This is an optimization exercise on Yosys and OpenROAD, whose aim is small area, a short achievable clock period and few clock cycles, not a production implementation.
Where RTL was checked, it was by simulation tests only, not by an equivalence proof against the original.
Power figures rest on the tool's default switching activity, not on a simulated workload.

==> trial 14: inputs <==
## mctp_rx
module mctp_rx (
    input  wire        clk,
    input  wire        rst,             
    input  wire        start_valid,
    output wire        start_ready,
    input  wire [7:0]  cfg_mtu,         
    input  wire        cfg_pec_check,   
    input  wire        in_valid,        
    output wire        in_ready,
    input  wire [7:0]  in_data,
    output reg         out_valid,       
    input  wire        out_ready,
    output reg  [7:0]  out_data,
    output wire        done_valid,      
    input  wire        done_ready,
    output reg  [1:0]  done_status,     
    output reg  [9:0]  done_pkts,       
    output reg  [12:0] done_rx_len,     
    output reg  [12:0] done_raw_len,    
    output reg         done_mic_ok      
);
export LEC_CHECK = 0
export CAP_MARGIN = 20
export CORE_MARGIN = 2
export CORE_UTILIZATION = 40
export CTS_BUF_LIST = sky130_fd_sc_hd__clkbuf_4 sky130_fd_sc_hd__clkbuf_8
export SETUP_SLACK_MARGIN = 2.8
export SLEW_MARGIN = 20
create_clock -name core_clock -period 5.0 [get_ports {clk}]
standard.sh (not shown) runs the stock make flow with config.mk's settings and CLKGATE_MAP_FILE= SYNTH_SCRIPT=/design/flow/synth_recipe.tcl, a recipe that flattens the netlist after the stock synthesis.
==> flow/flow/run.sh <==
#!/bin/bash
# The standard layout (the standard.sh: standard synthesis, then ORFS to
# finish), with plain sky130 buffers on the ports instead of the delay cells
# that buffer_ports picks by default, and a clock tree without dummy loads.
export BUFFER_PORTS_ARGS="-buffer_cell sky130_fd_sc_hd__buf_2"
export CTS_ARGS="-sink_clustering_enable -repair_clock_nets -buf_list {sky130_fd_sc_hd__clkbuf_4 sky130_fd_sc_hd__clkbuf_8} -dont_use_dummy_load -sink_clustering_size 40 -sink_clustering_max_diameter 120"
bash standard.sh > standard.log 2>&1
==> build 2 (differences from trial 14) <==
==> flow/design.v (replaced) <==
module mctp_rx (
    input  wire        clk,
    input  wire        rst,             
    input  wire        start_valid,
    output wire        start_ready,
    input  wire [7:0]  cfg_mtu,         
    input  wire        cfg_pec_check,   
    input  wire        in_valid,        
    output wire        in_ready,
    input  wire [7:0]  in_data,
    output reg         out_valid,       
    input  wire        out_ready,
    output reg  [7:0]  out_data,
    output wire        done_valid,      
    input  wire        done_ready,
    output reg  [1:0]  done_status,     
    output reg  [9:0]  done_pkts,       
    output reg  [12:0] done_rx_len,     
    output reg  [12:0] done_raw_len,    
    output reg         done_mic_ok      
);
    localparam [1:0] ST_OK = 2'd0, ST_BADBC = 2'd1, ST_OVF = 2'd2, ST_PEC = 2'd3;
    localparam [7:0]  MIC_X0 = 8'h85;
    localparam [23:0] MIC_HI = 24'h9F9B5C;
    function [7:0] crc8_byte(input [7:0] c, input [7:0] b);
        integer i;
        reg [7:0] x;
        begin
            x = c ^ b;
            for (i = 0; i < 8; i = i + 1)
                x = x[7] ? ((x << 1) ^ 8'h07) : (x << 1);
            crc8_byte = x;
        end
    endfunction
    function [31:0] crc32_byte(input [31:0] c, input [7:0] b);
        integer i;
        reg [31:0] x;
        begin
            x = c ^ {24'd0, b};
            for (i = 0; i < 8; i = i + 1)
                x = x[0] ? ((x >> 1) ^ 32'h82F63B78) : (x >> 1);
            crc32_byte = x;
        end
    endfunction
    reg        s_idle, s_hdr, s_body, s_pec, s_done;
    reg        ir;          
    reg        dv;          
    reg [7:0]  mtu;
    reg        pec_check;
    reg [8:0]  bcm5;        
    reg [7:0]  cnt;         
    reg        eom;
    reg [7:0]  crc8;
    reg [31:0] crc32;
    reg        sk_valid;    
    reg [7:0]  sk_data;
    reg        bc_bad_r;    
    reg        body_ovf_r;  
    reg        next_ovf_r;  
    assign start_ready = s_idle;
    assign in_ready    = ir;
    assign done_valid  = dv;
    wire take      = in_valid && ir;
    wire take_hdr  = take && s_hdr;
    wire take_body = take && s_body;
    wire take_pec  = take && s_pec;
    wire hdr_last  = take_hdr && (cnt[2:0] == 3'd0);
    wire hdr_fail  = bc_bad_r || body_ovf_r;
    wire bc_zero   = (bcm5[7:0] == 8'd0);
    wire body_last = take_body && (cnt == 8'd1);
    wire pec_bad   = pec_check && (in_data != crc8);
    wire commit    = take_pec && !pec_bad;
    wire done_fire = dv && done_ready;
    wire start     = s_idle && start_valid;
    wire out_free  = !out_valid || out_ready;
    wire out_fire  = out_valid && out_ready;
    wire s_idle_n = rst || (s_idle && !start_valid) || done_fire;
    wire s_hdr_n  = !rst && (start || (s_hdr && !hdr_last) ||
                             (commit && !eom && !next_ovf_r));
    wire s_body_n = !rst && ((hdr_last && !hdr_fail && !bc_zero) ||
                             (s_body && !body_last));
    wire s_pec_n  = !rst && ((hdr_last && !hdr_fail && bc_zero) || body_last ||
                             (s_pec && !take));
    wire s_done_n = !rst && ((hdr_last && hdr_fail) ||
                             (take_pec && (pec_bad || eom || next_ovf_r)) ||
                             (s_done && !done_fire));
    wire ov_n     = !rst && (out_free ? (sk_valid || take_body) : 1'b1);
    wire sk_n     = !rst && !out_free && (sk_valid || take_body);
    wire [7:0] crc8_next = crc8_byte(crc8, in_data);
    wire       mic_match = ((crc32[7:0] ^ out_data) == MIC_X0) && (crc32[31:8] == MIC_HI);
    always @(posedge clk) begin
        s_idle    <= s_idle_n;
        s_hdr     <= s_hdr_n;
        s_body    <= s_body_n;
        s_pec     <= s_pec_n;
        s_done    <= s_done_n;
        ir        <= s_hdr_n || (s_body_n && !sk_n) || s_pec_n;
        dv        <= s_done_n && !ov_n;
        out_valid <= ov_n;
        sk_valid  <= sk_n;
        bc_bad_r   <= bcm5[8] || (bcm5[7:0] > mtu);
        body_ovf_r <= ({1'b0, done_raw_len} + {6'd0, bcm5[7:0]}) > 14'd5111;
        next_ovf_r <= ({1'b0, done_raw_len} + {6'd0, bcm5[7:0]}) > 14'd5103;
        if (out_free) begin
            if (sk_valid)
                out_data <= sk_data;
            else if (take_body)
                out_data <= in_data;
        end else if (take_body) begin
            sk_data <= in_data;
        end
        if (out_fire) begin
            crc32 <= crc32_byte(crc32, out_data);
            if (done_status == ST_OK)
                done_mic_ok <= mic_match;
        end
        if (start) begin
            mtu          <= cfg_mtu;
            pec_check    <= cfg_pec_check;
            done_status  <= ST_OK;
            done_pkts    <= 10'd0;
            done_rx_len  <= 13'd0;
            done_raw_len <= 13'd0;
            done_mic_ok  <= 1'b0;
            crc32        <= 32'hFFFFFFFF;
            crc8         <= 8'd0;
            cnt          <= 8'd7;
        end
        if (take_hdr) begin
            cnt <= cnt - 8'd1;
            if (cnt[2:0] == 3'd5)
                bcm5 <= {1'b0, in_data} - 9'd5;
            if (!cnt[2])
                crc8 <= crc8_next;
            if (cnt[2:0] == 3'd0) begin
                eom <= in_data[6];
                if (hdr_fail) begin
                    done_status <= bc_bad_r ? ST_BADBC : ST_OVF;
                    done_mic_ok <= 1'b0;
                end else begin
                    cnt <= bcm5[7:0];
                end
            end
        end
        if (take_body) begin
            crc8 <= crc8_next;
            cnt  <= cnt - 8'd1;
        end
        if (take_pec) begin
            crc8 <= 8'd0;
            cnt  <= 8'd7;
            if (pec_bad) begin
                done_status <= ST_PEC;
                done_mic_ok <= 1'b0;
            end else begin
                done_pkts    <= done_pkts + 10'd1;
                done_rx_len  <= done_rx_len + {5'd0, bcm5[7:0]};
                done_raw_len <= done_raw_len + {5'd0, bcm5[7:0]} + 13'd9;
                if (!eom && next_ovf_r) begin
                    done_status <= ST_OVF;
                    done_mic_ok <= 1'b0;
                end
            end
        end
    end
endmodule
==> flow/run.sh (new file) <==
#!/bin/bash
# synth_recipe.tcl (not shown) runs the flow's synth.tcl, then flattens the netlist and writes it again
# the make line also repeats each setting of config.mk as NAME=value (left out here)
make -C /OpenROAD-flow-scripts/flow DESIGN_CONFIG=/design/flow/config.mk WORK_HOME=/design/flow/orfs CLKGATE_MAP_FILE= SYNTH_SCRIPT=/design/flow/synth_recipe.tcl finish
Settings changed: CTS_BUF_LIST sky130_fd_sc_hd__clkbuf_4 sky130_fd_sc_hd__clkbuf_8 to default.
removed: flow/flow/run.sh
removed: flow/standard.sh
==> build 91 (differences from trial 14) <==
--- a/flow/design.v
+++ b/flow/design.v
@@ -47,12 +47,10 @@
     reg        ir;          
     reg        dv;          
     reg [7:0]  mtu;
     reg        pec_check;
     reg [8:0]  bcm5;        
-    reg        bc5_r;       
-    reg        bc6_r;       
     reg [7:0]  cnt;         
     reg        cnt1_r;      
     reg        cnt0_r;      
     reg        eom;
     reg [7:0]  crc8;
@@ -69,11 +67,11 @@
     wire take_body = take && s_body;
     wire take_pec  = take && s_pec;
     wire hdr_last  = take_hdr && (cnt[2:0] == 3'd0);
     wire hdr_fail  = bc_bad_r || body_ovf_r;
     wire hdr_ok    = hdr_last && !hdr_fail;
-    wire bc_zero   = bc5_r;
+    wire bc_zero   = (bcm5[7:0] == 8'd0);
     wire body_last = take_body && cnt1_r;
     wire cnt_zero  = cnt0_r;
     wire next_ovf  = (done_raw_len >= 13'd5112);
     wire pec_bad   = pec_check && (in_data != crc8);
     wire done_fire = dv && done_ready;
@@ -158,15 +156,12 @@
             done_raw_len <= 13'd0;
             done_mic_ok  <= 1'b0;
             crc32        <= 32'hFFFFFFFF;
             crc8         <= 8'd0;
         end
-        if (s_hdr && cnt[2:0] == 3'd5) begin
-            bcm5  <= {1'b0, in_data} - 9'd5;
-            bc5_r <= (in_data == 8'd5);
-            bc6_r <= (in_data == 8'd6);
-        end
+        if (s_hdr && cnt[2:0] == 3'd5)
+            bcm5 <= {1'b0, in_data} - 9'd5;
         if (s_hdr && cnt[2:0] == 3'd0)
             eom <= in_data[6];
         if (take_hdr) begin
             if (!cnt[2])
                 crc8 <= crc8_next;
@@ -194,11 +189,11 @@
             cnt    <= 8'd7;
             cnt1_r <= 1'b0;
             cnt0_r <= 1'b0;
         end else if ((hdr_last && !hdr_fail) || s_inv1) begin
             cnt    <= bcm5[7:0];
-            cnt1_r <= bc6_r;
+            cnt1_r <= (bcm5[7:0] == 8'd1);
             cnt0_r <= bc_zero;
         end else if (take_hdr || take_body || (s_loop && !cnt_zero)) begin
             cnt    <= cnt - 8'd1;
             cnt1_r <= (cnt == 8'd2);
             cnt0_r <= cnt1_r;
==> flow/flow/run.sh (replaced) <==
#!/bin/bash
# The standard layout (the standard.sh: standard synthesis, then ORFS to
# finish), with plain sky130 buffers on the ports instead of the delay cells
# that buffer_ports picks by default.
export BUFFER_PORTS_ARGS="-buffer_cell sky130_fd_sc_hd__buf_2"
bash standard.sh > standard.log 2>&1
==> qor summary <==
                                                                             build 91                 trial 14                  build 2
Total non-filler cell area in the finished layout                        0.00881 mm^2             0.00892 mm^2              0.0116 mm^2
Layout area overhead                                                            20.3%                    18.1%                    47.1%
CTS root buffer                                                              clkbuf_8                 clkbuf_8                clkbuf_16
Height of the die                                                              139 um                   141 um                   144 um
Max stage delay on crit path                                                   540 ps                   320 ps                   480 ps
Core Region                                                               0.0180 mm^2              0.0186 mm^2              0.0194 mm^2
Fmax achieved                                                               0.444 GHz                0.461 GHz                0.378 GHz
Layout sequential cell count                                                      139                      141                      134
Global router's overall resource usage                                          18.6%                    18.6%                    22.3%
Unique masters post-synth                                                          55                       53                       66
Highest net fanout along the worst path                                             6                        6                        3
Final critical path time including I/O delays and setup                       2250 ps                  2170 ps                  2650 ps
Placed wire-length estimate                                                  12600 um                 12700 um                 14100 um
Tap cell count                                                                    229                      234                      265
Status                                                        complete, no violations  complete, no violations  complete, no violations
Area of the multi-input gates                                            0.00429 mm^2             0.00442 mm^2             0.00549 mm^2
Maximum number of pins on one net before global-route repair                       52                       46                       64
Post-route clock skew                                                         11.7 ps                  33.2 ps                  8.97 ps
Met3 Wirelength                                                                736 um                   579 um                  1110 um
Net switching fraction of the power                                             25.3%                    22.9%                    24.6%
Vias per std cell                                                                5.13                     5.14                     5.35
WP data required                                                              5350 ps                  5370 ps                  5320 ps
Testbench counts of trial 14, summed over its fixed seeds: cycles 37,863.
The RTL of build 2 and build 91 was laid out without a check of its function.

## separate check: timing with driven ports
The flow's constraints put no driver on any port. The routed layouts listed below were extracted and timed again, unchanged, in two steps.
Step 1 assumes that a clkbuf_16 drives the clock port and a buf_2 every other input.
Step 2 also shifts input and output timing later by t, the mid clock arrival at the registers, as if the neighbouring blocks saw the same clock.
Slacks: no drivers / after step 1 / after step 2; pairs: no drivers / after step 1.
run | t (ns) | setup WS [ns] | worst slew at a driven data input, ns | cell pins on the clock port's net
trial 14 | 0.472 | 2.830 / 2.800 / 2.366 | 0.06 | 1
build 2 | 0.471 | 2.352 / 2.352 / 1.992 | 0.06 | 1
build 91 | 0.487 | 2.748 / 2.748 / 2.362 | 0.06 | 1
After both steps every run listed still meets setup and hold. The setup slack of trial 14, which loses most, moves by -0.030 ns with the drivers and by -0.464 ns with both steps.
